Background: an optimization exercise with open tools, aiming at small area. Do not read the settings as production practice.
The RTL was checked by simulation tests, not by an equivalence proof against the original design.
Power figures rest on the tool's default switching activity, not on a simulated workload.

===== flow/config.mk =====
export PLATFORM = sky130hd
export DESIGN_NAME = termostato_sig
export DESIGN_NICKNAME = termostato_sig
export VERILOG_FILES = /design/flow/design.v
export SDC_FILE = /design/flow/constraint.sdc
export NUM_CORES = 4
export LEC_CHECK = 0
export CAP_MARGIN = 20
export CORE_MARGIN = 2
export CORE_UTILIZATION = 40
export SLEW_MARGIN = 20

===== flow/constraint.sdc =====
create_clock -name core_clock -period 10.0 [get_ports {clk}]
set_input_delay 2.0000 -clock core_clock [delete_from_list [all_inputs] [get_ports {clk}]]
set_output_delay 2.0000 -clock core_clock [all_outputs]
set_load 0.01 [all_outputs]

===== flow/design.v =====
`default_nettype none
module termostato_sig (
    input  wire        clk,
    input  wire        rst,         
    input  wire        cmd_valid,   
    input  wire [31:0] cmd,
    output wire        cmd_ready,   
    output wire        rsp_valid,   
    output wire [31:0] rsp,
    output reg         led_dout,
    output reg         servo_out
);
    reg [15:0] pw;         
    reg [4:0]  ft;         
    reg [15:0] sec;        
    reg [1:0]  frm;        
    reg        tick_en;    
    reg [1:0]  tph;        
    reg        tpend;      
    reg        tovr;       
    reg        gapv;       
    reg        ill;        
    reg [23:0] frame;      
    reg [5:0]  pk;         
    reg [4:0]  pd;         
    wire busy = !pk[5] && !(pk[4] && pk[3]);         
    wire sat  = (pk == 6'd24) && (pd == 5'd0);       
    wire z23 = (cmd[23:0] == 24'h0);
    wire is_nop   = (cmd[31:24] == 8'h00) && z23;
    wire is_send  = (cmd[31:24] == 8'h10);
    wire is_wrpw  = (cmd[31:16] == 16'h2000);
    wire is_wrctl = (cmd[31:24] == 8'h30) && (cmd[23:1] == 23'h0);
    wire is_rd    = (cmd[31:28] == 4'h4) && z23 && (cmd[27:24] <= 4'd4);
    assign cmd_ready = !busy && !rst;
    wire   accept    = cmd_valid && cmd_ready;
    wire       tick_ev   = tick_en && (tph == 2'd3);
    wire       svc       = tpend && !busy;
    wire       ft_wrap   = (ft == 5'd19);
    wire [4:0] ft_p2     = svc ? (ft_wrap ? 5'd0 : ft + 5'd1) : ft;
    wire       sec_step  = svc && ft_wrap && frm[1];
    wire [15:0] sec_p2   = sec + {15'd0, sec_step};
    wire       tpend_p2  = tpend && !svc;
    wire       tpend_p3  = tpend_p2 || tick_ev;
    wire       tovr_p3   = tovr || (tick_ev && tpend_p2);
    wire [3:0] sel = cmd[27:24];
    assign rsp_valid = accept && is_rd;
    assign rsp[31:16] = 16'd0;
    assign rsp[15:0] =
        sel[2]               ? sec_p2 :
        (sel[1:0] == 2'd0)   ? {12'd0, ill, gapv, tovr_p3, tpend_p3} :
        (sel[1:0] == 2'd1)   ? {11'd0, ft_p2} :
        (sel[1:0] == 2'd2)   ? pw :
                               {15'd0, tick_en};
    wire do_send  = accept && is_send;
    wire do_wrpw  = accept && is_wrpw;
    wire do_wrctl = accept && is_wrctl;
    wire do_ill   = accept && !(is_nop || is_send || is_wrpw || is_wrctl || is_rd);
    wire pd_zero = (pd == 5'd0);
    wire [5:0] pk_dec = pd_zero ? pk - 6'd1 : pk;
    wire [4:0] pd_dec = pd_zero ? 5'd19 : pd - 5'd1;
    wire lvl = pd_zero ? (pk != 6'd0)
                       : ((pd >= 5'd15) || ((pd >= 5'd8) && frame[pk[4:0]]));
    always @(posedge clk) begin
        if (do_send)
            frame <= {cmd[15:8], cmd[23:16], cmd[7:0]};
        tph <= tick_en ? tph + 2'd1 : 2'd0;
        if (rst) begin
            pw        <= 16'd0;
            ft        <= 5'd0;
            sec       <= 16'd0;
            frm       <= 2'd0;
            tick_en   <= 1'b0;
            tpend     <= 1'b0;
            tovr      <= 1'b0;
            gapv      <= 1'b0;
            ill       <= 1'b0;
            pk        <= 6'd24;
            pd        <= 5'd0;
            led_dout  <= 1'b0;
            servo_out <= 1'b0;
        end else begin
            ft  <= ft_p2;
            sec <= sec_p2;
            if (svc) begin
                servo_out <= (pw[15:5] != 11'd0) || (ft_p2 <= pw[4:0]);
                if (ft_wrap)
                    frm <= frm[1] ? 2'd0 : frm + 2'd1;
            end
            tpend <= tpend_p3;
            tovr  <= tovr_p3;
            if (do_wrpw)
                pw <= cmd[15:0];
            if (do_wrctl) begin
                tick_en <= cmd[0];
                if (!cmd[0])
                    tpend <= 1'b0;
            end
            if (do_ill)
                ill <= 1'b1;
            if (do_send) begin
                if (!sat)
                    gapv <= 1'b1;
                pk       <= 6'd23;
                pd       <= 5'd19;
                led_dout <= 1'b1;
            end else begin
                if (!sat) begin
                    pk <= pk_dec;
                    pd <= pd_dec;
                end
                led_dout <= busy && lvl;
            end
        end
    end
endmodule
`default_nettype wire

===== flow/flow/run.sh =====
#!/bin/bash
set -euo pipefail
export BUFFER_PORTS_ARGS="-buffer_cell sky130_fd_sc_hd__buf_1"
export CTS_ARGS="-sink_clustering_enable -repair_clock_nets -dont_use_dummy_load"
bash standard.sh > standard.log 2>&1

===== flow/standard.sh =====
#!/bin/bash
# synth_recipe.tcl (not shown) runs the flow's synth.tcl, then flattens the netlist and writes it again
# the make line also repeats each setting of config.mk as NAME=value (left out here)
make -C /OpenROAD-flow-scripts/flow DESIGN_CONFIG=/design/flow/config.mk WORK_HOME=/design/flow/orfs CLKGATE_MAP_FILE= SYNTH_SCRIPT=/design/flow/synth_recipe.tcl "${@:-finish}"

==> reports/metrics.cfg, run 1 <==
[status]
status = no timing/DRC/antenna violations

[worst_setup_path]
critPathSlowestCell = inv_1
rrSetupSlack_ns = 7.21
worstPathArrival_ns = 3.77
cp_top_family = buffers and inverters
max_stage_delay_ns = 0.46
timing.rr.start = pk[3]
setup.worst_path.class = in -> out
worstSetupEndpointType = output pin
worst-path-max-fanout = 43
required_ns = 8.00
start_kind = input port
crit_chain = clkbuf_2, buf_4, inv_1, nand3_1, nor4_1, o2111a_1, buf_1
reg2reg_depth = 11
r2r_end = servo_out
critPathBufInv = 4

[die]
dieWidth_um = 106
start_util_pct = 40.8
die_h_um = 106
io_pins = 71
core_area_sq_mm = 0.0102
placementRows = 37
dieArea_sq_mm = 0.0112

[yosys]
synth-xor-area-share_pct = 4.43
synth-simple-area-share_pct = 19.9
synth_area_per_cell_sq_um = 9.83
synthMuxAreaShare_pct = 7.95
synth-main-ff-cell = dfxtp_1
synthArstFlopShare_pct = 0
synth_area_leaders = dfxtp_1, edfxtp_1, mux2i_1
netlist_area_sq_mm = 0.00416
synth_edf_count = 24
synth_top_area_share_pct = 28.4
yosysMostFrequentCell = dfxtp_1
ys_types = 52
synth_fa_ha_area_share_pct = 3.85
synth_area_leader_cell = dfxtp_1
syn_inst = 423
synth-compound-area-share_pct = 10.8
yosysWarningCount = 1
yosys_register_bits = 83
synth_top_family_by_area = simple AND/OR/NAND/NOR gates
seq_area_frac_synth_pct = 45.8
synth_commonest_cells = dfxtp_1, nor2_1, edfxtp_1, mux2i_1, nand2_1

[cells_and_area]
fillers = 1005
multi_input_area_sq_mm = 0.00201
final_nets = 516
diodes = 0
area_delta_synth_final_pct = 8.25
regArea_sq_mm = 0.00190
drive_gt1_share_pct = 4.93

[timing]
post-route-min-period_ns = 5.77
fmax_mhz = 173
fin_setup_tns_ns = 0
min_period_over_period_pct = 57.7
maxSlewHeadroom_pct = 46.4
worst_pin_slew_ns = 0.798
hold_viol_final = 0
slew_viol_final = 0
rsz0062_at_grt = false
finClkSkew_ns = 0.0243
setup_violations = 0

[grt]
grt_most_used_layer = met2
grt-ovfl-total = 0
grt_util_met1_pct = 22.2
grt_max_degree = 44
grt_pass1_wl_um = 15400
antenna_found_initial = 0
grt_use_total_pct = 17.5
use_met2_pct = 29.4
grt_use_met3_pct = 4.90
grt_pass1_vias = 3049

[drt]
drt_iter0_drc = 90
wl_per_cell_um = 15.5
wl_um = 9320
drc = 0
vias_per_cell = 5.06
ant_nets = 0
vias = 3054
drtPass1Iterations = 4

[power]
power_leakage_nw = 1.61
cellPowerDensity_mw_per_mm2 = 153
power_uw = 688
vdd_drop_max_mv = 0.0544

[clock_tree]
cts_root_buf = clkbuf_8
clockBufferDepth = 2
clk_pin_slew_ns = 0.08
cts.sinks = 83
hold_buffers = 0
post_cts_buffers = 0
clock_latency_ns = 0.36
cts_tree = yes
cts_buffers = 9
cts_resized = 0
htree_num_levels = 3

[place]
port_buffers = 54
gp_congestion = 0.818
hpwl_um = 6860

[hold_path]
whs_endpoint = tph[0]
min_from = tph[0]
min_path_cells = 1
hold_class = reg -> reg

[flow_run]
cap_violations = 0

-- layout by cell type, fill, tap and decap left out, types with 3 or more instances in the layout --
cell      instances
dfxtp_1          59
nor3_1            9
conb_1           16
nand2_1          23
nor4_1           11
and4_1            4
and2_1           19
a31oi_1           7
o21ai_0           8
and3_1            6
mux2i_1          24
mux4_2            4
buf_1            53
nor2_1           44
a22o_1           11
xor2_1            6
ha_1             12
nand2b_1          5
a211oi_1          4
or4_1             3
a21oi_1          21
edfxtp_1         24
nor2b_1          10
o41ai_1           3
inv_1            18
nand4_1           4
xnor2_1          15
clkbuf_8          9
nand3_1          10
-- layer usage --
layer  routed length [um]  up-vias
met5                    0        -
met3                  378       11
li1                     -     1563
met1                 4330     1423
met4                  118        0
met2                 4490       57
-- kinds of logic (layout without fill, tap and decap cells) --
logic type                 count (synthesis)  after routing
and+or+nand+nor                          156            156
muxes                                     28             28
other                                      1             16
AOI/OAI and AO/OA                         66             66
buffers and inverters                     55             84
xor gates and xnor gates                  21             21
adders and majority gates                 13             13
DFF                                       83             83
-- report_power, final --
| part | internal (mW) | switching, mW |
|---|---|---|
| Sequential | 0.358 | 0.0192 |
| Combinational | 0.0509 | 0.0700 |
| Clock | 0.0807 | 0.108 |
| Total | 0.490 | 0.198 |
-- final cells by class --
class | count | area share (%)
clock buffers | 9 | 2.75
flip-flops and latches | 83 | 42.3
multi-input cells | 300 | 44.7
repair buffers | 56 | 4.95
inverters | 19 | 1.59
well taps | 136 | 3.78
-- worst reg2reg max path: stages, from the launching register on --
cell and delay [ns]:
dfxtp_1 0.51, a21o_1 0.27, and2_1 0.36, mux2i_1 0.36, inv_1 0.08, ha_1 0.29, nor2b_1 0.13, o21a_1 0.16
o21ai_0 0.13, nand2b_1 0.07, a21oi_1 0.17, o221a_2 0.20
-- sequential cells by signal, indices dropped and copies added, names as in the netlist --
register,cells
frame,24
frm,2
ft,5
gapv,1
ill,1
led_dout,1
pd,5
pk,6
pw,16
sec,16
servo_out,1
tick_en,1
tovr,1
tpend,1
tph,2
-- worst max path at each step --
stage | depth (start not counted) | startpoint | slack [ns] | end
after floorplan | 4 | cmd[24] | 5.02 | rsp[0]
after detailed placement | 7 | rst | 4.17 | rsp_valid
after CTS | 7 | rst | 4.17 | rsp_valid
final | 7 | rst | 4.23 | rsp_valid
after global routing | 7 | rst | 4.01 | rsp_valid
after global placement | 5 | cmd[26] | 4.24 | rsp[13]
-- per-stage QoR --
| stage | worst slack (ns) | instances | area [sq um] | util, % | hold slack (ns) |
|---|---|---|---|---|---|
| 2_1_floorplan | 5.02 | 438 | 4210 | - | 0.398 |
| 3_3_place_gp | 4.24 | 593 | 4360 | 42.9 | 0.409 |
| 3_5_place_dp | 4.17 | 593 | 4360 | 42.9 | 0.412 |
| 4_1_cts | 4.17 | 602 | 4490 | 44.1 | 0.430 |
| 5_1_grt | 4.01 | 603 | 4500 | 44.2 | 0.452 |
| 6_report | 4.23 | 603 | 4500 | 44.2 | 0.432 |
==> run 2: changes to the inputs <==
--- a/flow/design.v
+++ b/flow/design.v
@@ -63,13 +63,13 @@
     always @(posedge clk) begin
         if (do_send)
             frame <= {cmd[15:8], cmd[23:16], cmd[7:0]};
-        tph <= tick_en ? tph + 2'd1 : 2'd0;
         if (rst) begin
             pw        <= 16'd0;
             ft        <= 5'd0;
             sec       <= 16'd0;
             frm       <= 2'd0;
             tick_en   <= 1'b0;
+            tph       <= 2'd0;
             tpend     <= 1'b0;
             tovr      <= 1'b0;
             gapv      <= 1'b0;
@@ -79,6 +79,7 @@
             led_dout  <= 1'b0;
             servo_out <= 1'b0;
         end else begin
+            tph <= tick_en ? tph + 2'd1 : 2'd0;
             ft  <= ft_p2;
             sec <= sec_p2;
             if (svc) begin
@@ -92,8 +93,10 @@
                 pw <= cmd[15:0];
             if (do_wrctl) begin
                 tick_en <= cmd[0];
-                if (!cmd[0])
+                if (!cmd[0]) begin
+                    tph   <= 2'd0;
                     tpend <= 1'b0;
+                end
             end
             if (do_ill)
                 ill <= 1'b1;
==> flow/run.sh (new file) <==
#!/bin/bash
# synth_recipe.tcl (not shown) runs the flow's synth.tcl, then flattens the netlist and writes it again
# the make line also repeats each setting of config.mk as NAME=value (left out here)
make -C /OpenROAD-flow-scripts/flow DESIGN_CONFIG=/design/flow/config.mk WORK_HOME=/design/flow/orfs CLKGATE_MAP_FILE= SYNTH_SCRIPT=/design/flow/synth_recipe.tcl finish
removed: flow/flow/run.sh
removed: flow/standard.sh
==> run 2 against run 1 <==
Maximum frequency shrank 7.8%. Largest cell class unchanged. Routed wire length grew 4.9%. Die area grew 1.6%. Still clean. Critical endpoint is now rsp[2]. Design area grew 10%. Critical path type unchanged. Sequential share of layout area shrank 4.0 points.
==> reports/metrics.cfg, run 2 <==
[worst_setup_path]
start_kind = input port
crit_chain = clkdlybuf4s50_1, nor2_2, o21ai_0, a21oi_1, a221o_1, clkdlybuf4s50_1
timing.rr.start = ft[0]
critPathBufInv = 2  ; -2
cpMostUsedCell = clkdlybuf4s50_1
worst-path-max-fanout = 22  ; -49%
critPathSlowestCell = clkdlybuf4s50_1
reg2reg_depth = 9  ; -2
cp_top_family = buffers and inverters
setup.worst_path.class = in -> out
worstPathArrival_ns = 4.26  ; +0.49 ns
worstSetupEndpointType = output pin
max_stage_delay_ns = 0.84  ; +0.38 ns
r2r_end = sec[14]
rrSetupSlack_ns = 7.07  ; -0.14 ns
required_ns = 8.00  ; about the same

[clock_tree]
cts.sinks = 83  ; unchanged
clk_pin_slew_ns = 0.09  ; about the same
clock_latency_ns = 0.35  ; about the same
clockBufferDepth = 2  ; unchanged
post_cts_buffers = 0  ; unchanged
htree_num_levels = 3  ; unchanged
cts_root_buf = clkbuf_8
cts_tree = yes
cts_resized = 0  ; unchanged
cts_buffers = 9  ; unchanged
hold_buffers = 0  ; unchanged

[cells_and_area]
regMostFlops = frame
postLayoutCellArea_sq_mm = 0.00497  ; +10%
drive_gt1_share_pct = 7.14  ; +2.2 points
fillers = 993  ; -1.2%
largest_reg_flops = 24  ; unchanged
reg.largest.list = frame (24), pw (16), sec (16)
stdcell_count = 612  ; +1.5%
area_delta_synth_final_pct = 17.7
mostFrequentLayoutCells = dfxtp_1, clkdlybuf4s50_1, nor2_1
final_nets = 518  ; +0.39%
final_common_cell = dfxtp_1
fin_util_pct = 48.4  ; +4.2 points
diodes = 0  ; unchanged

[yosys]
synthArstFlopShare_pct = 0  ; unchanged
yosysWarningCount = 1  ; unchanged
synth_area_leaders = dfxtp_1, edfxtp_1, mux2i_1
ys_types = 61  ; +17%
synth_area_leader_cell = dfxtp_1
netlist_area_sq_mm = 0.00422  ; +1.6%
syn_inst = 423  ; unchanged
synth_top_area_share_pct = 28.0  ; -0.45 points
yosysMostFrequentCell = dfxtp_1
yosys_register_bits = 83  ; unchanged
synth-main-ff-cell = dfxtp_1
synth_edf_count = 24  ; unchanged
synth_area_per_cell_sq_um = 9.99  ; +1.6%
seq_area_frac_synth_pct = 45.0  ; -0.73 points
synth_commonest_cells = dfxtp_1, nor2_1, edfxtp_1, nand2_1, mux2i_1

[drt]
wl_per_cell_um = 16.0  ; +3.4%
vias = 3232  ; +5.8%
vias_per_cell = 5.28  ; +4.3%
drtPass1Iterations = 5  ; +1
ant_nets = 0  ; unchanged
drt_iter0_drc = 170  ; +89%
drc = 0  ; unchanged
wl_um = 9780  ; +4.9%

[timing]
setup_violations = 0  ; unchanged
slew_viol_final = 0  ; unchanged
fin_setup_tns_ns = 0  ; unchanged
rsz0062_at_grt = false
finClkSkew_ns = 0.00770  ; -0.0166 ns
min_period_over_period_pct = 62.6  ; +4.9 points
postLayoutSetupSlackWorst_ns = 3.74  ; -0.489 ns
hold_viol_final = 0  ; unchanged
fmax_mhz = 160  ; -7.8%
hold_slack_ns = 0.435  ; +0.00382 ns
maxSlewHeadroom_pct = 44.2  ; -2.2 points
worst_pin_slew_ns = 0.835  ; +0.0371 ns
post-route-min-period_ns = 6.26  ; +0.489 ns

[die]
io_pins = 71  ; unchanged
placementRows = 37  ; unchanged
start_util_pct = 41.1  ; +0.29 points
dieArea_sq_mm = 0.0114  ; +1.6%
core_area_sq_mm = 0.0103  ; +0.91%
dieWidth_um = 107  ; +0.78%
die_h_um = 107  ; +0.78%

[power]
seq_power_share_pct = 48.1  ; -6.8 points
power_leakage_nw = 1.79  ; +11%
p_clk_share_pct = 27.1  ; -0.4 points
swShare_pct = 33.4  ; +4.6 points
p_int_uw = 560  ; +14%
power_frac_comb_pct = 24.8  ; +7.2 points
vdd_drop_max_mv = 0.0776  ; +42%
cellPowerDensity_mw_per_mm2 = 169  ; +11%
power_uw = 841  ; +22%
switchingPower_uw = 281  ; +42%

[hold_path]
whs_endpoint = tph[0]
min_path_cells = 1  ; unchanged
hold_class = reg -> reg
min_from = tph[0]

[grt]
antenna_found_initial = 0  ; unchanged
grt_pass1_wl_um = 16200  ; +5.4%
grt_max_degree = 45  ; +2.3%
grt_pass1_vias = 3195  ; +4.8%
grt-ovfl-total = 0  ; unchanged
grt_use_total_pct = 18.0  ; +0.53 points

[flow_run]
cap_violations = 0  ; unchanged

[place]
gp_congestion = 0.845  ; +3.3%
hpwl_um = 7070  ; +3.0%
placed_cell_area_sq_mm = 0.00479  ; +9.7%
dp_slack_ns = 3.78  ; -0.390 ns
port_buffers = 54  ; unchanged
dpl.cell_count = 596  ; +0.51%

[status]
status = no timing/DRC/antenna violations

-- run 2: cell type report --
cell class / instances / area [sq um] / area share [%]
Inverter: 18 / 67.6 / 1.36
Clock inverter: 7 / 58.8 / 1.18
Multi-Input combinational cell: 302 / 2080 / 41.9
Sequential cell: 83 / 1900 / 38.3
Timing Repair Buffer: 57 / 563 / 11.3
Clock buffer: 9 / 124 / 2.49
Tap cell: 136 / 170 / 3.42
-- run 2: cells by family after synthesis --
| logic type | after synthesis | share of synthesized area, % |
|---|---|---|
| AOI/OAI and AO/OA | 69 | 12.0 |
| xor gates and xnor gates | 20 | 4.15 |
| adders and majority gates | 12 | 3.55 |
| buffers and inverters | 53 | 6.96 |
| DFF | 83 | 45.0 |
| muxes | 25 | 7.23 |
| other | 1 | 0.0888 |
| and+or+nand+nor | 160 | 21.0 |
-- run 2: how the worst max path moves through the flow --
stage / startpoint / end / slack [ns] / depth (start not counted)
finish: cmd[26] / rsp[2] / 3.74 / 6
floorplan: cmd[24] / rsp[10] / 5.08 / 3
detailed placement: cmd[26] / rsp[1] / 3.78 / 6
CTS: cmd[26] / rsp[1] / 3.79 / 6
global route: cmd[26] / rsp[1] / 3.63 / 6
global placement: rst / rsp_valid / 3.78 / 6
-- run 2: layer usage --
metal | wire (um) | track usage, %
met1 | 4600 | 24.7
met2 | 4650 | 27.8
met3 | 367 | 3.65
met4 | 159 | 7.24
met5 | 0 | 0
-- run 2: power groups by stage --
stage	clock [mW]	combinational, mW	sequential [mW]
after floorplan	0	0.183	0.385
after global placement	0	0.205	0.413
after detailed placement	0	0.205	0.413
after CTS	0.235	0.207	0.405
after global routing	0.247	0.231	0.410
final	0.228	0.209	0.405
==> run 3: changes to the inputs <==
--- a/flow/design.v
+++ b/flow/design.v
@@ -63,13 +63,13 @@
     always @(posedge clk) begin
         if (do_send)
             frame <= {cmd[15:8], cmd[23:16], cmd[7:0]};
+        tph <= tick_en ? tph + 2'd1 : 2'd0;
         if (rst) begin
             pw        <= 16'd0;
             ft        <= 5'd0;
             sec       <= 16'd0;
             frm       <= 2'd0;
             tick_en   <= 1'b0;
-            tph       <= 2'd0;
             tpend     <= 1'b0;
             tovr      <= 1'b0;
             gapv      <= 1'b0;
@@ -79,7 +79,6 @@
             led_dout  <= 1'b0;
             servo_out <= 1'b0;
         end else begin
-            tph <= tick_en ? tph + 2'd1 : 2'd0;
             ft  <= ft_p2;
             sec <= sec_p2;
             if (svc) begin
@@ -93,10 +92,8 @@
                 pw <= cmd[15:0];
             if (do_wrctl) begin
                 tick_en <= cmd[0];
-                if (!cmd[0]) begin
-                    tph   <= 2'd0;
+                if (!cmd[0])
                     tpend <= 1'b0;
-                end
             end
             if (do_ill)
                 ill <= 1'b1;
==> flow/flow/run.sh (new file) <==
#!/bin/bash
# The standard layout, with three changes:
#  - after the standard synthesis, the combinational logic is remapped with an
#    area-oriented ABC script (flow/reopt.tcl); the registers are untouched;
#  - ports are buffered with sky130_fd_sc_hd__buf_1 instead of clkdlybuf4s50_1;
#  - constant outputs share one tie cell, and CTS inserts no dummy loads.
set -euo pipefail
W=$(pwd)
R=$W/orfs/results/$FLOW_PLATFORM/termostato_sig/base
export BUFFER_PORTS_ARGS="-buffer_cell sky130_fd_sc_hd__buf_1"
export SKIP_REPAIR_TIE_FANOUT=1
export CTS_ARGS="-sink_clustering_enable -repair_clock_nets -dont_use_dummy_load -buf_list {sky130_fd_sc_hd__clkbuf_4 sky130_fd_sc_hd__clkbuf_8} -root_buf sky130_fd_sc_hd__clkbuf_8"

bash standard.sh $R/1_2_yosys.v > synth.log 2>&1
cp $R/1_2_yosys.v $W/1_2_yosys_standard.v
REOPT_LIB=$FLOW_HOME/platforms/sky130hd/lib/sky130_fd_sc_hd__tt_025C_1v80.lib \
REOPT_IN=$W/1_2_yosys_standard.v REOPT_OUT=$W/1_2_yosys_reopt.v REOPT_TOP=$FLOW_TOP \
  yosys -c $W/flow/reopt.tcl > reopt.log 2>&1
cp $W/1_2_yosys_reopt.v $R/1_2_yosys.v
bash standard.sh > standard.log 2>&1
==> flow/flow/reopt.tcl (new file) <==
# Re-optimise the combinational logic of the standard synthesis netlist with
# an area-oriented ABC script. Every flip-flop instance keeps its name, cell
# type and connections; only the logic between them is remapped.
yosys -import
set lib $::env(REOPT_LIB)
read_liberty -ignore_miss_func $lib
foreach m [list sky130_fd_sc_hd__dfxtp_1 sky130_fd_sc_hd__edfxtp_1 sky130_fd_sc_hd__conb_1] {
  setattr -mod -set keep_hierarchy 1 $m
}
read_verilog -defer $::env(REOPT_IN)
hierarchy -top $::env(REOPT_TOP)
flatten
opt -purge
set r2 "balance;rewrite;refactor;balance;rewrite;rewrite -z;balance;refactor -z;rewrite -z;balance"
abc -liberty $lib -dont_use sky130_fd_sc_hd__lpflow_* -dont_use sky130_fd_sc_hd__probe* \
  -script "+strash;dc2;$r2;dch -f;amap;topo"
opt_clean -purge
setundef -zero
hilomap -singleton -hicell sky130_fd_sc_hd__conb_1 HI -locell sky130_fd_sc_hd__conb_1 LO
insbuf -buf sky130_fd_sc_hd__buf_4 A X
opt_clean -purge
yosys rename -hide w:*
stat -liberty $lib
select $::env(REOPT_TOP)
write_verilog -noattr -nohex -nodec -selected $::env(REOPT_OUT)
==> flow/standard.sh (new file) <==
#!/bin/bash
# synth_recipe.tcl (not shown) runs the flow's synth.tcl, then flattens the netlist and writes it again
# the make line also repeats each setting of config.mk as NAME=value (left out here)
make -C /OpenROAD-flow-scripts/flow DESIGN_CONFIG=/design/flow/config.mk WORK_HOME=/design/flow/orfs CLKGATE_MAP_FILE= SYNTH_SCRIPT=/design/flow/synth_recipe.tcl "${@:-finish}"
removed: flow/run.sh
==> run 3 against run 2 <==
Synthesized cell count down 3.3%. Maximum frequency down 1.9%. Clock power down 18%. Die area down 14%. Routed wire length down 15%. Non-clock buffer count unchanged. Via count down 5.6%. Largest power group unchanged. Register-to-register slack worse by 1.0 ns. Total power down 15%. Clock skew up 0.023 ns. Largest cell class is now registers. Highest routed layer unchanged. Critical path depth up 34. Flip-flop and latch count unchanged.
==> reports/metrics.cfg, run 3 <==
[clock_tree]
cts_root_buf = clkbuf_8
clk_pin_slew_ns = 0.07  ; -0.02 ns
post_cts_buffers = 0  ; unchanged
cts_buffers = 9  ; unchanged
hold_buffers = 0  ; unchanged
htree_num_levels = 3  ; unchanged
clock_latency_ns = 0.35  ; about the same
cts_resized = 0  ; unchanged
clockBufferDepth = 2  ; unchanged
cts_tree = yes
cts.sinks = 83  ; unchanged

[yosys]
syn_inst = 409  ; -3.3%
synth_area_per_cell_sq_um = 8.79  ; -12%
yosysWarningCount = 1  ; unchanged
netlist_area_sq_mm = 0.00359  ; -15%

[power]
swShare_pct = 30.8  ; -2.6 points
seq_power_share_pct = 53.9  ; +5.8 points
p_clk_share_pct = 26.2  ; -0.9 points
cellPowerDensity_mw_per_mm2 = 179  ; +5.8%
p_int_uw = 492  ; -12%
vdd_drop_max_mv = 0.0884  ; +14%
switchingPower_uw = 219  ; -22%
power_leakage_nw = 1.30  ; -27%
power_frac_comb_pct = 19.9  ; -4.9 points

[worst_setup_path]
worstPathArrival_ns = 4.38  ; +0.12 ns
rrSetupSlack_ns = 6.04  ; -1.03 ns
start_kind = flop
setup.worst_path.class = reg -> out
timing.rr.start = pk[4]
r2r_end = sec[15]
cpMostUsedCell = nand2_1
reg2reg_depth = 39  ; +30
required_ns = 8.00  ; about the same
critPathSlowestCell = dfxtp_1
max_stage_delay_ns = 0.34  ; -0.50 ns
worst-path-max-fanout = 7  ; -68%
worstSetupEndpointType = output pin

[hold_path]
hold_class = reg -> reg
whs_endpoint = tph[1]
min_from = tph[1]
min_path_cells = 1  ; unchanged

[status]
status = no timing/DRC/antenna violations

[timing]
setup_violations = 0  ; unchanged
worst_pin_slew_ns = 0.667  ; -0.168 ns
finClkSkew_ns = 0.0305  ; +0.0228 ns
rsz0062_at_grt = false
slew_viol_final = 0  ; unchanged
hold_viol_final = 0  ; unchanged
hold_slack_ns = 0.450  ; +0.0146 ns
fmax_mhz = 157  ; -1.9%
maxSlewHeadroom_pct = 54.4  ; +10 points
fin_setup_tns_ns = 0  ; unchanged
post-route-min-period_ns = 6.38  ; +0.122 ns
min_period_over_period_pct = 63.8  ; +1.2 points

[grt]
grt-ovfl-total = 0  ; unchanged
grt_use_total_pct = 18.0  ; -0.059 points
grt_pass1_wl_um = 13900  ; -15%
grt_max_degree = 50  ; +11%
grt_pass1_vias = 2898  ; -9.3%
antenna_found_initial = 0  ; unchanged

[cells_and_area]
diodes = 0  ; unchanged
final_nets = 496  ; -4.2%
drive_gt1_share_pct = 3.27  ; -3.9 points
final_common_cell = nor2_1
reg.largest.list = frame (24), pw (16), sec (16)
mostFrequentLayoutCells = nor2_1, dfxtp_1, buf_1
stdcell_count = 567  ; -7.4%
area_delta_synth_final_pct = 10.5
largest_reg_flops = 24  ; unchanged
regMostFlops = frame

[drt]
route.met3.wl_um = 486  ; +32%
drt_iter0_drc = 106  ; -38%
ant_nets = 0  ; unchanged
vias = 3052  ; -5.6%
top_layer = met4
drtPass1Iterations = 5  ; unchanged
dr_wl_met2_um = 3860  ; -17%
met1_length_um = 3870  ; -16%
wl_per_cell_um = 14.6  ; -8.5%
drc = 0  ; unchanged
wl_um = 8290  ; -15%
vias_per_cell = 5.38  ; +1.9%

[flow_run]
cap_violations = 0  ; unchanged

[place]
dpl.cell_count = 558  ; -6.4%
port_buffers = 54  ; unchanged
gp_congestion = 0.862  ; +2.0%
hpwl_um = 6090  ; -14%

[die]
die_h_um = 98.8  ; -7.5%
start_util_pct = 41.2  ; +0.10 points
core_area_sq_mm = 0.00872  ; -15%
dieArea_sq_mm = 0.00976  ; -14%
dieWidth_um = 98.8  ; -7.5%
placementRows = 34  ; -8.1%
io_pins = 71  ; unchanged

-- run 3: how the worst max path moves through the flow --
stage	start	to	slack (ns)	cells after the start
floorplan	cmd[24]	pk[5]	4.16	8
detailed placement	pk[4]	rsp[15]	3.96	40
global route	pk[4]	rsp[14]	2.85	39
global placement	pk[3]	rsp[15]	4.12	40
finish	pk[4]	rsp[15]	3.62	40
CTS	pk[4]	rsp[15]	3.59	40
-- run 3: per-stage QoR --
| stage | setup slack [ns] | area, sq um | utilization, % | power [mW] |
|---|---|---|---|---|
| after CTS | 3.59 | 3970 | 45.5 | 0.718 |
| final | 3.62 | 3970 | 45.5 | 0.711 |
| after global placement | 4.12 | 3850 | 44.1 | 0.531 |
| after detailed placement | 3.96 | 3850 | 44.1 | 0.532 |
| after global routing | 2.85 | 3970 | 45.5 | 0.755 |
| after floorplan | 4.16 | 3590 | - | 0.493 |
-- run 3: per-layer routing --
layer | up-vias | GRT usage [%]
met5 | - | 0
met2 | 81 | 28.5
met4 | 0 | 4.11
li1 | 1561 | -
met1 | 1406 | 23.7
met3 | 4 | 6.45
-- run 3: critical path: cells and delay by family, from the launching register on --
kind / cells / cell delay [ns]
simple gates: 20 / 1.80
buf+inv: 17 / 1.39
flops: 1 / 0.34
compound gates: 3 / 0.52
-- run 3: layout make-up --
cell class	instances	area (sq um)
inverters	47	176
fillers	872	4750
multi-input cells	263	1410
well taps	108	135
flip-flops and latches	83	1900
clock buffers	9	124
repair buffers	57	226
-- run 3: power groups by stage --
stage / logic (mW) / registers (mW) / clock network (mW)
after floorplan: 0.108 / 0.385 / 0
after global routing: 0.162 / 0.387 / 0.205
after CTS: 0.142 / 0.383 / 0.193
after detailed placement: 0.141 / 0.391 / 0
after global placement: 0.140 / 0.390 / 0
final: 0.141 / 0.383 / 0.187
==> run 4: changes to the inputs <==
--- a/flow/flow/run.sh
+++ b/flow/flow/run.sh
@@ -9,7 +9,7 @@
 R=$W/orfs/results/$FLOW_PLATFORM/termostato_sig/base
 export BUFFER_PORTS_ARGS="-buffer_cell sky130_fd_sc_hd__buf_1"
 export SKIP_REPAIR_TIE_FANOUT=1
-export CTS_ARGS="-sink_clustering_enable -repair_clock_nets -dont_use_dummy_load -buf_list {sky130_fd_sc_hd__clkbuf_4 sky130_fd_sc_hd__clkbuf_8} -root_buf sky130_fd_sc_hd__clkbuf_8"
+export CTS_ARGS="-sink_clustering_enable -repair_clock_nets -dont_use_dummy_load -buf_list {sky130_fd_sc_hd__clkbuf_4} -root_buf sky130_fd_sc_hd__clkbuf_16 -sink_clustering_size 8"
 
 bash standard.sh $R/1_2_yosys.v > synth.log 2>&1
 cp $R/1_2_yosys.v $W/1_2_yosys_standard.v
==> run 4 against run 3 <==
Register-to-register slack about the same. Clock skew fell by 0.0095 ns. Area after synthesis stayed put. Cell count stayed put. Combinational power about the same. Die area did not move. Synthesized cell count is the same. Flip-flop and latch count unchanged. Global-route usage barely moved. Via count up 0.43%. Routed wire length grew 0.40%. Worst hold slack worse by 0.0024 ns. Largest cell class unchanged. Largest power group unchanged.
==> reports/metrics.cfg, run 4 <==
[yosys]
syn_inst = 409  ; unchanged
synth_area_per_cell_sq_um = 8.79  ; unchanged
yosysWarningCount = 1  ; unchanged
netlist_area_sq_mm = 0.00359  ; unchanged

[timing]
fmax_mhz = 157  ; +0.18%
hold_slack_ns = 0.448  ; -0.00243 ns
hold_viol_final = 0  ; unchanged
worst_pin_slew_ns = 0.649  ; -0.0173 ns
finClkSkew_ns = 0.0210  ; -0.00949 ns
fin_setup_tns_ns = 0  ; unchanged
setup_violations = 0  ; unchanged
maxSlewHeadroom_pct = 55.6  ; +1.2 points
slew_viol_final = 0  ; unchanged
rsz0062_at_grt = false
post-route-min-period_ns = 6.37  ; -0.0115 ns
min_period_over_period_pct = 63.7  ; -0.12 points

[clock_tree]
htree_num_levels = 3  ; unchanged
clockBufferDepth = 2  ; unchanged
cts_tree = yes
clk_pin_slew_ns = 0.05  ; -0.02 ns
cts_resized = 0  ; unchanged
clock_latency_ns = 0.34  ; about the same
cts.sinks = 83  ; unchanged
hold_buffers = 0  ; unchanged
cts_buffers = 9  ; unchanged
cts_root_buf = clkbuf_16
post_cts_buffers = 0  ; unchanged

[hold_path]
min_from = tph[1]
hold_class = reg -> reg
min_path_cells = 1  ; unchanged

[cells_and_area]
final_nets = 496  ; unchanged
mostFrequentLayoutCells = nor2_1, dfxtp_1, buf_1
largest_reg_flops = 24  ; unchanged
postLayoutCellArea_sq_mm = 0.00407  ; +2.6%
multi_input_area_sq_mm = 0.00141  ; unchanged
fillers = 857  ; -1.7%
area_delta_synth_final_pct = 13.3
drive_gt1_share_pct = 3.27  ; unchanged
regMostFlops = frame
final_common_cell = nor2_1
reg.largest.list = frame (24), pw (16), sec (16)
diodes = 0  ; unchanged
regArea_sq_mm = 0.00190  ; unchanged

[grt]
grt_max_degree = 50  ; unchanged
grt_pass1_wl_um = 13900  ; +0.40%
antenna_found_initial = 0  ; unchanged
grt_use_total_pct = 18.0  ; +0.030 points
grt_pass1_vias = 2905  ; +0.24%
grt-ovfl-total = 0  ; unchanged

[drt]
vias = 3065  ; +0.43%
vias_per_cell = 5.41  ; +0.43%
drt_iter0_drc = 129  ; +22%
wl_per_cell_um = 14.7  ; +0.40%
wl_um = 8320  ; +0.40%
ant_nets = 0  ; unchanged
drc = 0  ; unchanged
drtPass1Iterations = 4  ; -1

[power]
swShare_pct = 28.7  ; -2.1 points
power_frac_comb_pct = 17.7  ; -2.2 points
p_int_uw = 570  ; +16%
cellPowerDensity_mw_per_mm2 = 196  ; +9.6%
power_leakage_nw = 1.35  ; +3.6%
seq_power_share_pct = 48.0  ; -5.9 points
vdd_drop_max_mv = 0.110  ; +25%
p_clk_share_pct = 34.3  ; +8.1 points
switchingPower_uw = 229  ; +4.6%

[status]
status = no timing/DRC/antenna violations

[worst_setup_path]
worstPathArrival_ns = 4.37  ; about the same
required_ns = 8.00  ; about the same
critPathSlowestCell = dfxtp_1
start_kind = flop
setup.worst_path.class = reg -> out
critPathLaunch = pk[4]
reg2reg_depth = 39  ; unchanged
worst-path-max-fanout = 7  ; unchanged
worstSetupEndpointType = output pin
timing.rr.start = pk[4]
max_stage_delay_ns = 0.34  ; about the same
cpMostUsedCell = nand2_1

[place]
port_buffers = 54  ; unchanged
hpwl_um = 6090  ; unchanged
gp_congestion = 0.862  ; unchanged
placed_cell_area_sq_mm = 0.00385  ; unchanged

[die]
dieWidth_um = 98.8  ; unchanged
io_pins = 71  ; unchanged
placementRows = 34  ; unchanged
core_area_sq_mm = 0.00872  ; unchanged
dieArea_sq_mm = 0.00976  ; unchanged
start_util_pct = 41.2  ; unchanged
die_h_um = 98.8  ; unchanged

[flow_run]
cap_violations = 0  ; unchanged

==> run 4: changes by cell type in the layout (fill, tap and decap cells not counted) <==
| cell | before | now |
|---|---|---|
| clkbuf_16 | 0 | 9 |
| clkbuf_8 | 9 | 0 |
==> run 4: metrics by stage <==
step           cells  utilization, %  setup WS (ns)  power [mW]
2_1_floorplan    409               -           4.16       0.493
3_3_place_gp     558            44.1           4.12       0.531
3_5_place_dp     558            44.1           3.96       0.532
4_1_cts          567            46.7           3.61       0.809
5_1_grt          567            46.7           2.88       0.843
6_report         567            46.7           3.63       0.799
==> run 4: path summary, 6_finish.rpt <==
check	slack, ns	endpoint
hold reg to reg	0.45	tph[1]
hold / removal	0.45	tph[1]
setup / recovery	3.63	rsp[15]
setup reg to reg	6.04	sec[15]
==> run 4: worst max-delay path, delay by kind of cell (launching register included) <==
kind,cells,cell delay (ns)
simple gates,20,1.81
flops,1,0.34
buf+inv,17,1.39
compound gates,3,0.51
==> run 4: per-layer routing <==
layer	GRT usage, %	vias to the layer above	wire length (um)	share of wire, %
met2	28.5	69	3890	47
met5	0	-	0	0
met1	23.8	1426	3890	47
li1	-	1562	-	-
met3	5.60	8	444	5.3
met4	5.37	0	95	1.1
==> run 4: area by class of cell <==
type,count,area share [%]
clock buffer,9,5.53
inverter,47,4.33
tap,108,3.32
sequential,83,46.7
timing repair buffer,57,5.56
multi-input combinational,263,34.5
==> run 4: power groups by stage <==
| stage | logic [mW] | registers (mW) | clock network [mW] |
|---|---|---|---|
| 2_1_floorplan | 0.108 | 0.385 | 0 |
| 5_1_grt | 0.162 | 0.387 | 0.293 |
| 3_3_place_gp | 0.140 | 0.390 | 0 |
| 6_report | 0.141 | 0.384 | 0.274 |
| 4_1_cts | 0.142 | 0.384 | 0.283 |
| 3_5_place_dp | 0.141 | 0.391 | 0 |
==> run 5: changes to the inputs <==
--- a/flow/flow/run.sh
+++ b/flow/flow/run.sh
@@ -9,7 +9,7 @@
 R=$W/orfs/results/$FLOW_PLATFORM/termostato_sig/base
 export BUFFER_PORTS_ARGS="-buffer_cell sky130_fd_sc_hd__buf_1"
 export SKIP_REPAIR_TIE_FANOUT=1
-export CTS_ARGS="-sink_clustering_enable -repair_clock_nets -dont_use_dummy_load -buf_list {sky130_fd_sc_hd__clkbuf_4} -root_buf sky130_fd_sc_hd__clkbuf_16 -sink_clustering_size 8"
+export CTS_ARGS="-sink_clustering_enable -repair_clock_nets -dont_use_dummy_load"
 
 bash standard.sh $R/1_2_yosys.v > synth.log 2>&1
 cp $R/1_2_yosys.v $W/1_2_yosys_standard.v
==> run 5 against run 4 <==
Worst setup slack worse by 0.012 ns. Global-route usage hardly changed. Synthesized cell count stayed put. Die area stayed put. Highest routed layer unchanged. Total power is 11% lower.
==> reports/metrics.cfg, run 5 <==
[worst_setup_path]
timing.rr.start = pk[4]
worstPathArrival_ns = 4.38  ; about the same
required_ns = 8.00  ; about the same
endpoint = rsp[15]
r2r_end = sec[15]
worstSetupEndpointType = output pin
reg2reg_depth = 39  ; unchanged
start_kind = flop
setup.worst_path.class = reg -> out
max_stage_delay_ns = 0.34  ; about the same
critPathLaunch = pk[4]
worst-path-max-fanout = 7  ; unchanged
cpMostUsedCell = nand2_1
rrSetupSlack_ns = 6.04  ; about the same
critPathSlowestCell = dfxtp_1

[drt]
wl_per_cell_um = 14.6  ; -0.40%
vias_per_cell = 5.38  ; -0.42%
ant_nets = 0  ; unchanged
wl_um = 8290  ; -0.40%
drtPass1Iterations = 5  ; +1
vias = 3052  ; -0.42%
drt_iter0_drc = 106  ; -18%
drc = 0  ; unchanged

[clock_tree]
cts_root_buf = clkbuf_8
cts_tree = yes
clockBufferDepth = 2  ; unchanged
cts_resized = 0  ; unchanged
cts.sinks = 83  ; unchanged
clk_pin_slew_ns = 0.07  ; +0.02 ns
cts_buffers = 9  ; unchanged
post_cts_buffers = 0  ; unchanged
htree_num_levels = 3  ; unchanged
clock_latency_ns = 0.35  ; about the same
hold_buffers = 0  ; unchanged

[cells_and_area]
largest_reg_flops = 24  ; unchanged
drive_gt1_share_pct = 3.27  ; unchanged
final_nets = 496  ; unchanged
stdcell_count = 567  ; unchanged
regMostFlops = frame
fillers = 872  ; +1.8%
diodes = 0  ; unchanged
mostFrequentLayoutCells = nor2_1, dfxtp_1, buf_1
final_common_cell = nor2_1
reg.largest.list = frame (24), pw (16), sec (16)
area_delta_synth_final_pct = 10.5

[yosys]
yosysWarningCount = 1  ; unchanged
synth_area_per_cell_sq_um = 8.79  ; unchanged
syn_inst = 409  ; unchanged
netlist_area_sq_mm = 0.00359  ; unchanged

[timing]
setup_violations = 0  ; unchanged
fmax_mhz = 157  ; -0.18%
hold_viol_final = 0  ; unchanged
rsz0062_at_grt = false
post-route-min-period_ns = 6.38  ; +0.0115 ns
finClkSkew_ns = 0.0305  ; +0.00949 ns
slew_viol_final = 0  ; unchanged
min_period_over_period_pct = 63.8  ; +0.12 points
fin_setup_tns_ns = 0  ; unchanged
hold_slack_ns = 0.450  ; +0.00243 ns
maxSlewHeadroom_pct = 54.4  ; -1.2 points
worst_pin_slew_ns = 0.667  ; +0.0173 ns

[place]
hpwl_um = 6090  ; unchanged
port_buffers = 54  ; unchanged
dpl.cell_count = 558  ; unchanged
gp_congestion = 0.862  ; unchanged

[die]
dieWidth_um = 98.8  ; unchanged
dieArea_sq_mm = 0.00976  ; unchanged
core_area_sq_mm = 0.00872  ; unchanged
io_pins = 71  ; unchanged
start_util_pct = 41.2  ; unchanged
die_h_um = 98.8  ; unchanged
placementRows = 34  ; unchanged

[grt]
grt-ovfl-total = 0  ; unchanged
grt_pass1_vias = 2898  ; -0.24%
grt_pass1_wl_um = 13900  ; -0.40%
grt_max_degree = 50  ; unchanged
antenna_found_initial = 0  ; unchanged
grt_use_total_pct = 18.0  ; -0.030 points

[power]
cellPowerDensity_mw_per_mm2 = 179  ; -8.7%
power_leakage_nw = 1.30  ; -3.4%
vdd_drop_max_mv = 0.0884  ; -20%
power_uw = 711  ; -11%

[flow_run]
cap_violations = 0  ; unchanged

[hold_path]
hold_class = reg -> reg
min_from = tph[1]
min_path_cells = 1  ; unchanged

[status]
status = no timing/DRC/antenna violations

==> run 5: layout make-up <==
cell class	count	area, sq um	share of cell area (%)
clock buffer	9	124	3.12
inverter	47	176	4.44
multi-input combinational	263	1410	35.4
sequential	83	1900	47.9
tap	108	135	3.40
timing repair buffer	57	226	5.70
==> run 5: report_power, final <==
| group | switching (mW) | internal, mW | total (mW) | leakage [nW] |
|---|---|---|---|---|
| clock | 0.106 | 0.0807 | 0.187 | 0.0647 |
| combinational | 0.0911 | 0.0502 | 0.141 | 0.543 |
| sequential | 0.0220 | 0.361 | 0.383 | 0.692 |
==> run 5: critical path, delay by kind of cell, from the launching register on <==
kind | cells | cell delay, ns
DFF | 1 | 0.34
buffers and inverters | 17 | 1.39
and+or+nand+nor | 20 | 1.80
AOI/OAI and AO/OA | 3 | 0.52
==> run 5: how the worst min path moves through the flow <==
stage and to:
3_5_place_dp tph[1], 5_1_grt tph[0], 4_1_cts tph[1], 3_3_place_gp tph[1]
6_report tph[1], 2_1_floorplan tph[1]
==> run 5: per-layer routing <==
metal / track usage (%) / vias up / share of wire (%)
met5: 0 / - / 0
met4: 4.11 / 0 / 0.84
met2: 28.5 / 81 / 47
li1: - / 1561 / -
met1: 23.7 / 1406 / 47
met3: 6.45 / 4 / 5.9
==> run 5: through the flow <==
step | worst slack [ns] | util (%) | instance area, sq um
after floorplan | 4.16 | - | 3590
after global placement | 4.12 | 44.1 | 3850
after detailed placement | 3.96 | 44.1 | 3850
after CTS | 3.59 | 45.5 | 3970
after global routing | 2.85 | 45.5 | 3970
final | 3.62 | 45.5 | 3970
==> run 6: changes to the inputs <==
--- a/flow/flow/run.sh
+++ b/flow/flow/run.sh
@@ -9,7 +9,7 @@
 R=$W/orfs/results/$FLOW_PLATFORM/termostato_sig/base
 export BUFFER_PORTS_ARGS="-buffer_cell sky130_fd_sc_hd__buf_1"
 export SKIP_REPAIR_TIE_FANOUT=1
-export CTS_ARGS="-sink_clustering_enable -repair_clock_nets -dont_use_dummy_load"
+export CTS_ARGS="-sink_clustering_enable -repair_clock_nets -dont_use_dummy_load -buf_list {sky130_fd_sc_hd__clkbuf_8} -root_buf sky130_fd_sc_hd__clkbuf_8 -sink_clustering_size 30"
 
 bash standard.sh $R/1_2_yosys.v > synth.log 2>&1
 cp $R/1_2_yosys.v $W/1_2_yosys_standard.v
==> run 6 against run 5 <==
Total power did not move. Sequential power about the same. Sequential share of layout area stayed put. Combinational power about the same. Cell count did not move. Clock-buffer cell count did not move. Register-to-register slack hardly changed. Die area stayed put. Synthesized cell count is the same.
==> reports/metrics.cfg, run 6 <==
[drt]
drt_iter0_drc = 106  ; unchanged
wl_per_cell_um = 14.6  ; unchanged
drtPass1Iterations = 5  ; unchanged
drc = 0  ; unchanged
ant_nets = 0  ; unchanged
vias_per_cell = 5.38  ; unchanged
wl_um = 8290  ; unchanged
vias = 3052  ; unchanged

[power]
cellPowerDensity_mw_per_mm2 = 179  ; unchanged
vdd_drop_max_mv = 0.0884  ; unchanged
power_leakage_nw = 1.30  ; unchanged

[clock_tree]
cts_tree = yes
post_cts_buffers = 0  ; unchanged
htree_num_levels = 3  ; unchanged
cts_buffers = 9  ; unchanged
cts_resized = 0  ; unchanged
clk_pin_slew_ns = 0.07  ; about the same
clockBufferDepth = 2  ; unchanged
hold_buffers = 0  ; unchanged
cts_root_buf = clkbuf_8
clock_latency_ns = 0.35  ; about the same
cts.sinks = 83  ; unchanged

[worst_setup_path]
cpMostUsedCell = nand2_1
required_ns = 8.00  ; about the same
endpoint = rsp[15]
setup.worst_path.class = reg -> out
r2r_end = sec[15]
start_kind = flop
max_stage_delay_ns = 0.34  ; about the same
worst-path-max-fanout = 7  ; unchanged
critPathSlowestCell = dfxtp_1
worstSetupEndpointType = output pin
critPathBufInv = 17  ; unchanged
worstPathArrival_ns = 4.38  ; about the same
critPathLaunch = pk[4]
cp_top_family = simple AND/OR/NAND/NOR gates
timing.rr.start = pk[4]
reg2reg_depth = 39  ; unchanged
rrSetupSlack_ns = 6.04  ; about the same
crit_cells = 40  ; unchanged

[timing]
fmax_mhz = 157  ; unchanged
slew_viol_final = 0  ; unchanged
finClkSkew_ns = 0.0305  ; unchanged
hold_viol_final = 0  ; unchanged
setup_violations = 0  ; unchanged
maxSlewHeadroom_pct = 54.4  ; unchanged
worst_pin_slew_ns = 0.667  ; unchanged
post-route-min-period_ns = 6.38  ; unchanged
fin_setup_tns_ns = 0  ; unchanged
min_period_over_period_pct = 63.8  ; unchanged
rsz0062_at_grt = false

[status]
status = no timing/DRC/antenna violations

[grt]
grt_max_degree = 50  ; unchanged
grt_pass1_vias = 2898  ; unchanged
grt-ovfl-total = 0  ; unchanged
grt_pass1_wl_um = 13900  ; unchanged
antenna_found_initial = 0  ; unchanged
grt_use_total_pct = 18.0  ; unchanged

[die]
dieArea_sq_mm = 0.00976  ; unchanged
start_util_pct = 41.2  ; unchanged
core_area_sq_mm = 0.00872  ; unchanged
placementRows = 34  ; unchanged
die_h_um = 98.8  ; unchanged
io_pins = 71  ; unchanged
dieWidth_um = 98.8  ; unchanged

[hold_path]
hold_class = reg -> reg

[yosys]
synth_area_per_cell_sq_um = 8.79  ; unchanged
yosysWarningCount = 1  ; unchanged
syn_inst = 409  ; unchanged
netlist_area_sq_mm = 0.00359  ; unchanged

[cells_and_area]
reg.largest.list = frame (24), pw (16), sec (16)
regMostFlops = frame
final_common_cell = nor2_1
fin_util_pct = 45.5  ; unchanged
mostFrequentLayoutCells = nor2_1, dfxtp_1, buf_1
largest_reg_flops = 24  ; unchanged
diodes = 0  ; unchanged
final_nets = 496  ; unchanged
area_delta_synth_final_pct = 10.5  ; unchanged
drive_gt1_share_pct = 3.27  ; unchanged

[place]
port_buffers = 54  ; unchanged
hpwl_um = 6090  ; unchanged
gp_congestion = 0.862  ; unchanged

[flow_run]
cap_violations = 0  ; unchanged

-- run 6: power by group --
part | switching [mW] | internal, mW | leakage (nW)
registers | 0.0220 | 0.361 | 0.692
logic | 0.0911 | 0.0502 | 0.543
clock network | 0.106 | 0.0807 | 0.0647
total | 0.219 | 0.492 | 1.30
-- run 6: worst min-delay path by stage --
stage	start	end	depth (start not counted)
finish	tph[1]	tph[1]	1
global route	tph[0]	tph[0]	1
CTS	tph[1]	tph[1]	1
detailed placement	tph[1]	tph[1]	1
global placement	tph[1]	tph[1]	1
floorplan	tph[1]	tph[1]	1
-- run 6: layer usage --
layer / up-vias / global-route usage (%) / wire [um]
met4: 0 / 4.11 / 70
met3: 4 / 6.45 / 486
met5: - / 0 / 0
li1: 1561 / - / -
met1: 1406 / 23.7 / 3870
met2: 81 / 28.5 / 3860
-- run 6: worst register-to-register path, delay by kind of cell (launching register included) --
kind                   cells  cell delay [ns]
AOI/OAI and AO/OA          2             0.42
buffers and inverters     16             1.24
DFF                        1             0.34
and+or+nand+nor           21             1.87
-- run 6: area by class of cell --
class                           instances  area (sq um)
Timing Repair Buffer                   57           226
Fill cell                             872          4750
Multi-Input combinational cell        263          1410
Sequential cell                        83          1900
Clock buffer                            9           124
Tap cell                              108           135
Inverter                               47           176
-- run 6: metrics by stage --
stage	std cells	instance area, sq um	hold slack (ns)	setup slack (ns)	total power, mW
6_report	567	3970	0.450	3.62	0.711
4_1_cts	567	3970	0.449	3.59	0.718
2_1_floorplan	409	3590	0.418	4.16	0.493
3_5_place_dp	558	3850	0.433	3.96	0.532
3_3_place_gp	558	3850	0.432	4.12	0.531
5_1_grt	567	3970	0.490	2.85	0.755
==> run 7: changes to the inputs <==
==> flow/flow/run.sh (replaced) <==
#!/bin/bash
# The standard layout, with three changes:
#  - after the standard synthesis, the combinational logic is remapped with
#    several area-oriented ABC scripts (flow/reopt.tcl); each result is proved
#    equivalent to the standard netlist (flow/check.tcl) and the smallest
#    proven one is kept; the registers are untouched;
#  - ports are buffered with sky130_fd_sc_hd__buf_1 instead of clkdlybuf4s50_1;
#  - constant outputs share one tie cell, and CTS inserts no dummy loads.
set -euo pipefail
W=$(pwd)
R=$W/orfs/results/$FLOW_PLATFORM/termostato_sig/base
export BUFFER_PORTS_ARGS="-buffer_cell sky130_fd_sc_hd__buf_1"
export SKIP_REPAIR_TIE_FANOUT=1
export CTS_ARGS="-sink_clustering_enable -repair_clock_nets -dont_use_dummy_load"

bash standard.sh $R/1_2_yosys.v > synth.log 2>&1
cp $R/1_2_yosys.v $W/1_2_yosys_standard.v

export REOPT_LIB=$FLOW_HOME/platforms/sky130hd/lib/sky130_fd_sc_hd__tt_025C_1v80.lib
export REOPT_IN=$W/1_2_yosys_standard.v REOPT_TOP=$FLOW_TOP
R2="balance;rewrite;refactor;balance;rewrite;rewrite -z;balance;refactor -z;rewrite -z;balance"
SCRIPTS=(
  "+strash;dc2;$R2;dch -f;amap;topo"
  "+strash;dc2;$R2;dch -f;amap;strash;dch -f;amap;topo"
  "+strash;ifraig;dc2;$R2;dch -f;amap;topo"
  "+strash;dc2;$R2;dc2;$R2;dch -f;amap;topo"
  "+strash;dch -f;amap;topo"
  "+strash;dc2;$R2;&get -n;&dch -f;&nf -p -R 1000;&put;topo"
  "+strash;&get -n;&deepsyn -T 30 -S 1;&put;dch -f;amap;topo"
  "+strash;&get -n;&deepsyn -T 30 -S 2;&put;dch -f;amap;topo"
  "+strash;&get -n;&deepsyn -T 30 -S 3;&put;&get -n;&dch -f;&nf -p -R 1000;&put;topo"
  "+strash;&get -n;&deepsyn -T 30 -S 5;&put;&get -n;&dch -f;&nf -p -R 1000;&put;topo"
)
# remap and prove each candidate, up to NUM_CORES at a time
candidate() {
  local i=$1 out=$W/1_2_yosys_reopt_$1.v
  REOPT_OUT=$out REOPT_SCRIPT="${SCRIPTS[$i]}" yosys -c $W/flow/reopt.tcl > reopt_$i.log 2>&1 || return 0
  if REOPT_OUT=$out yosys -c $W/flow/check.tcl > check_$i.log 2>&1; then
    echo proven > result_$i.txt
  fi
}
for i in "${!SCRIPTS[@]}"; do
  candidate $i &
  while (( $(jobs -rp | wc -l) >= ${NUM_CORES:-4} )); do sleep 1; done
done
wait
best=""; best_area=""
for i in "${!SCRIPTS[@]}"; do
  a=$(grep "Chip area for top module" reopt_$i.log 2>/dev/null | tail -1 | awk '{print $NF}')
  ok=failed; [[ -f result_$i.txt ]] && ok=proven
  echo "script $i: area ${a:-none}, equivalence $ok" >> reopt_choice.log
  [[ $ok == proven && -n "$a" ]] || continue
  if [[ -z "$best_area" ]] || awk "BEGIN{exit !($a < $best_area)}"; then
    best=$i; best_area=$a
  fi
done
if [[ -n "$best" ]]; then
  echo "chosen: script $best, area $best_area" >> reopt_choice.log
  cp $W/1_2_yosys_reopt_$best.v $R/1_2_yosys.v
else
  echo "chosen: the standard netlist" >> reopt_choice.log
fi
bash standard.sh > standard.log 2>&1
==> flow/flow/check.tcl (new file) <==
# Prove that the remapped netlist (REOPT_OUT) is equivalent to the standard
# synthesis netlist (REOPT_IN). Both hold the same flip-flop instances: they
# are kept as black boxes and cut open into ports named after the instance,
# and the logic in between is compared combinationally.
yosys -import
set lib $::env(REOPT_LIB)
read_liberty -ignore_miss_func $lib
blackbox sky130_fd_sc_hd__dfxtp_1 sky130_fd_sc_hd__edfxtp_1
read_verilog $::env(REOPT_IN)
yosys rename $::env(REOPT_TOP) gold
read_verilog $::env(REOPT_OUT)
yosys rename $::env(REOPT_TOP) gate
hierarchy -check
flatten -noscopeinfo
opt_clean
yosys expose -evert {gold/t:sky130_fd_sc_hd__dfxtp_1} {gold/t:sky130_fd_sc_hd__edfxtp_1} {gate/t:sky130_fd_sc_hd__dfxtp_1} {gate/t:sky130_fd_sc_hd__edfxtp_1}
setundef -undriven -anyseq
miter -equiv -flatten -make_assert gold gate miter
hierarchy -top miter
sat -verify -prove-asserts miter
==> flow/flow/reopt.tcl (replaced) <==
# Re-optimise the combinational logic of the standard synthesis netlist with
# the ABC script in REOPT_SCRIPT. Every flip-flop instance keeps its name,
# cell type and connections; only the logic between them is remapped.
yosys -import
set lib $::env(REOPT_LIB)
read_liberty -ignore_miss_func $lib
foreach m [list sky130_fd_sc_hd__dfxtp_1 sky130_fd_sc_hd__edfxtp_1 sky130_fd_sc_hd__conb_1] {
  setattr -mod -set keep_hierarchy 1 $m
}
read_verilog -defer $::env(REOPT_IN)
hierarchy -top $::env(REOPT_TOP)
flatten
opt -purge
abc -liberty $lib -dont_use sky130_fd_sc_hd__lpflow_* -dont_use sky130_fd_sc_hd__probe* \
  -script $::env(REOPT_SCRIPT)
opt_clean -purge
setundef -zero
hilomap -singleton -hicell sky130_fd_sc_hd__conb_1 HI -locell sky130_fd_sc_hd__conb_1 LO
insbuf -buf sky130_fd_sc_hd__buf_4 A X
opt_clean -purge
yosys rename -hide w:*
stat -liberty $lib
# every cell must be a library cell (no unmapped logic left by ABC)
set unmapped "$::env(REOPT_TOP)/t:\$*"
select -assert-none $unmapped
select $::env(REOPT_TOP)
write_verilog -noattr -nohex -nodec -selected $::env(REOPT_OUT)
==> run 7 against run 6 <==
Still clean on timing, DRC and antenna. Non-clock buffer count is 1 lower. Clock skew shrank 0.0071 ns. Critical path depth decreased by 23. Die area is 1.4% lower. First-iteration DRC count shrank 13%. Combinational power grew 9.9%. Utilization down 0.30 points. Global-route usage is 1.1 points lower. Cell count is 12% lower. Worst setup slack got worse by 0.74 ns. Via count decreased by 11%. Largest cell class unchanged.
==> reports/metrics.cfg, run 7 <==
[hold_path]
min_path_cells = 1  ; unchanged
hold_class = reg -> reg

[grt]
grt-ovfl-total = 0  ; unchanged
grt_pass1_vias = 2594  ; -10%
grt_use_total_pct = 16.9  ; -1.1 points
grt_max_degree = 29  ; -42%
antenna_found_initial = 0  ; unchanged
grt_pass1_wl_um = 12900  ; -6.7%

[worst_setup_path]
crit_chain = a21oi_1, nor2b_1, and3_1, nor4bb_1, nand4_1, nor2b_1, nand3_1, nor2b_1, nand3_1, nor2b_1, nand3_1, nor2b_1, nand3_1, nor2b_1, xor2_1, a22o_1, buf_1
worstPathArrival_ns = 5.12  ; +0.74 ns
setup.worst_path.class = reg -> out
worstSetupEndpointType = output pin
cpMostUsedCell = nor2b_1
worst-path-max-fanout = 8  ; +1
max_stage_delay_ns = 0.77  ; +0.43 ns
required_ns = 8.00  ; about the same
critPathSlowestCell = nor4bb_1
start_kind = flop
reg2reg_depth = 16  ; -59%

[die]
placementRows = 34  ; unchanged
die_h_um = 98.1  ; -0.72%
start_util_pct = 41.0  ; -0.22 points
core_area_sq_mm = 0.00864  ; -0.98%
dieWidth_um = 98.1  ; -0.72%
io_pins = 71  ; unchanged
dieArea_sq_mm = 0.00962  ; -1.4%

[timing]
min_period_over_period_pct = 71.2  ; +7.4 points
fmax_mhz = 140  ; -10%
postLayoutSetupSlackWorst_ns = 2.88  ; -0.745 ns
worst_pin_slew_ns = 1.07  ; +0.408 ns
finClkSkew_ns = 0.0234  ; -0.00709 ns
rsz0062_at_grt = false
hold_viol_final = 0  ; unchanged
fin_setup_tns_ns = 0  ; unchanged
post-route-min-period_ns = 7.12  ; +0.745 ns
setup_violations = 0  ; unchanged
maxSlewHeadroom_pct = 28.1  ; -26 points
slew_viol_final = 0  ; unchanged

[clock_tree]
cts_resized = 0  ; unchanged
cts_buffers = 9  ; unchanged
hold_buffers = 0  ; unchanged
clk_pin_slew_ns = 0.08  ; about the same
clockBufferDepth = 2  ; unchanged
cts.sinks = 83  ; unchanged
clock_latency_ns = 0.35  ; about the same
post_cts_buffers = 0  ; unchanged
cts_root_buf = clkbuf_8
htree_num_levels = 3  ; unchanged
cts_tree = yes

[cells_and_area]
fillers = 846  ; -3.0%
mostFrequentLayoutCells = dfxtp_1, buf_1, a22o_1
regMostFlops = frame
diodes = 0  ; unchanged
regArea_sq_mm = 0.00190  ; unchanged
largest_reg_flops = 24  ; unchanged
area_delta_synth_final_pct = 10.3
multi_input_area_sq_mm = 0.00150  ; +6.9%
postLayoutCellArea_sq_mm = 0.00391  ; -1.6%
drive_gt1_share_pct = 3.34  ; +0.074 points
final_nets = 426  ; -14%
final_common_cell = dfxtp_1
reg.largest.list = frame (24), pw (16), sec (16)

[yosys]
netlist_area_sq_mm = 0.00354  ; -1.5%
yosysWarningCount = 1  ; unchanged
synth_area_per_cell_sq_um = 10.4  ; +18%
syn_inst = 340  ; -17%

[drt]
wl_per_cell_um = 16.3  ; +12%
drc = 0  ; unchanged
vias_per_cell = 5.44  ; +1.2%
ant_nets = 0  ; unchanged
vias = 2706  ; -11%
wl_um = 8110  ; -2.2%
drtPass1Iterations = 4  ; -1
drt_iter0_drc = 92  ; -13%

[power]
vdd_drop_max_mv = 0.0902  ; +2.0%
cellPowerDensity_mw_per_mm2 = 187  ; +4.4%
power_leakage_nw = 1.32  ; +1.6%

[status]
status = no timing/DRC/antenna violations

[place]
gp_congestion = 0.802  ; -7.0%
port_buffers = 54  ; unchanged
placed_cell_area_sq_mm = 0.00378  ; -1.8%
dp_slack_ns = 3.24  ; -0.727 ns
hpwl_um = 5860  ; -3.8%

[flow_run]
cap_violations = 0  ; unchanged

-- run 7: critical path: cells and delay by family (launching register included) --
kind	cells	cell delay (ns)
and+or+nand+nor	13	3.58
DFF	1	0.47
AOI/OAI and AO/OA	2	0.37
xor gates and xnor gates	1	0.20
buffers and inverters	1	0.15
-- run 7: per-layer routing --
| layer | vias up | wire [um] | track usage [%] |
|---|---|---|---|
| met2 | 54 | 3830 | 27.2 |
| met5 | - | 0 | 0 |
| met3 | 4 | 426 | 5.37 |
| met4 | 0 | 47 | 3.53 |
| met1 | 1284 | 3810 | 22.5 |
| li1 | 1364 | - | - |
-- run 7: worst paths after layout --
| kind | start | to | slack (ns) |
|---|---|---|---|
| hold reg to reg | tph[0] | tph[0] | 0.43 |
| setup reg to reg | pk[3] | sec[15] | 5.35 |
| setup / recovery | pk[3] | rsp[15] | 2.88 |
| hold / removal | tph[0] | tph[0] | 0.43 |
-- run 7: where the power goes --
part / switching (mW) / internal [mW] / leakage (nW)
Sequential: 0.0289 / 0.364 / 0.693
Combinational: 0.0917 / 0.0629 / 0.564
Clock: 0.102 / 0.0806 / 0.0647
-- run 7: layout make-up --
cell class | instances | share of cell area, %
Multi-Input combinational cell | 235 | 38.5
Sequential cell | 83 | 48.7
Clock buffer | 9 | 3.17
Inverter | 6 | 0.577
Tap cell | 108 | 3.46
Timing Repair Buffer | 56 | 5.58
-- run 7: through the flow --
step / power (mW) / hold WS [ns] / utilization [%] / std cells
2_1_floorplan: 0.508 / 0.403 / - / 340
3_3_place_gp: 0.549 / 0.411 / 43.8 / 488
3_5_place_dp: 0.554 / 0.420 / 43.8 / 488
4_1_cts: 0.736 / 0.434 / 45.2 / 497
5_1_grt: 0.770 / 0.443 / 45.2 / 497
6_report: 0.730 / 0.430 / 45.2 / 497

port drivers added, routing unchanged:
In the flow no input, the clock included, has a driving cell. The finished layouts below were timed again as built, in two steps. Step 1: set_driving_cell puts a clkbuf_16 on clk and a buf_2 on each other input, an assumption about the parent block. Step 2 adds t to the input delays and takes it off the output delays; t is the mean of the earliest and latest rising clock arrival at the registers after step 1. Input paths then give back, and output paths get back, about the clock's delay inside the block. Three values: no drivers, after step 1, after step 2; two values: the first two.
| run | t (ns) | setup WS [ns] | latest minus earliest clock arrival (ns) | pins driven straight from the clock port |
|---|---|---|---|---|
| run 1 | 0.378 | 4.232 / 4.211 / 4.211 | 0.025 / 0.025 | 1 |
| run 2 | 0.378 | 3.743 / 3.716 / 3.716 | 0.010 / 0.011 | 1 |
| run 3 | 0.373 | 3.621 / 3.587 / 3.960 | 0.031 / 0.031 | 1 |
| run 4 | 0.364 | 3.632 / 3.595 / 3.959 | 0.022 / 0.021 | 1 |
| run 5 | 0.373 | 3.621 / 3.587 / 3.960 | 0.031 / 0.031 | 1 |
| run 6 | 0.373 | 3.621 / 3.587 / 3.960 | 0.031 / 0.031 | 1 |
| run 7 | 0.364 | 2.876 / 2.846 / 3.210 | 0.023 / 0.023 | 1 |
After both steps setup and hold are still met in every run listed. The setup slack of run 2, which loses most, moves by -0.027 ns with the drivers and by -0.027 ns with both steps.
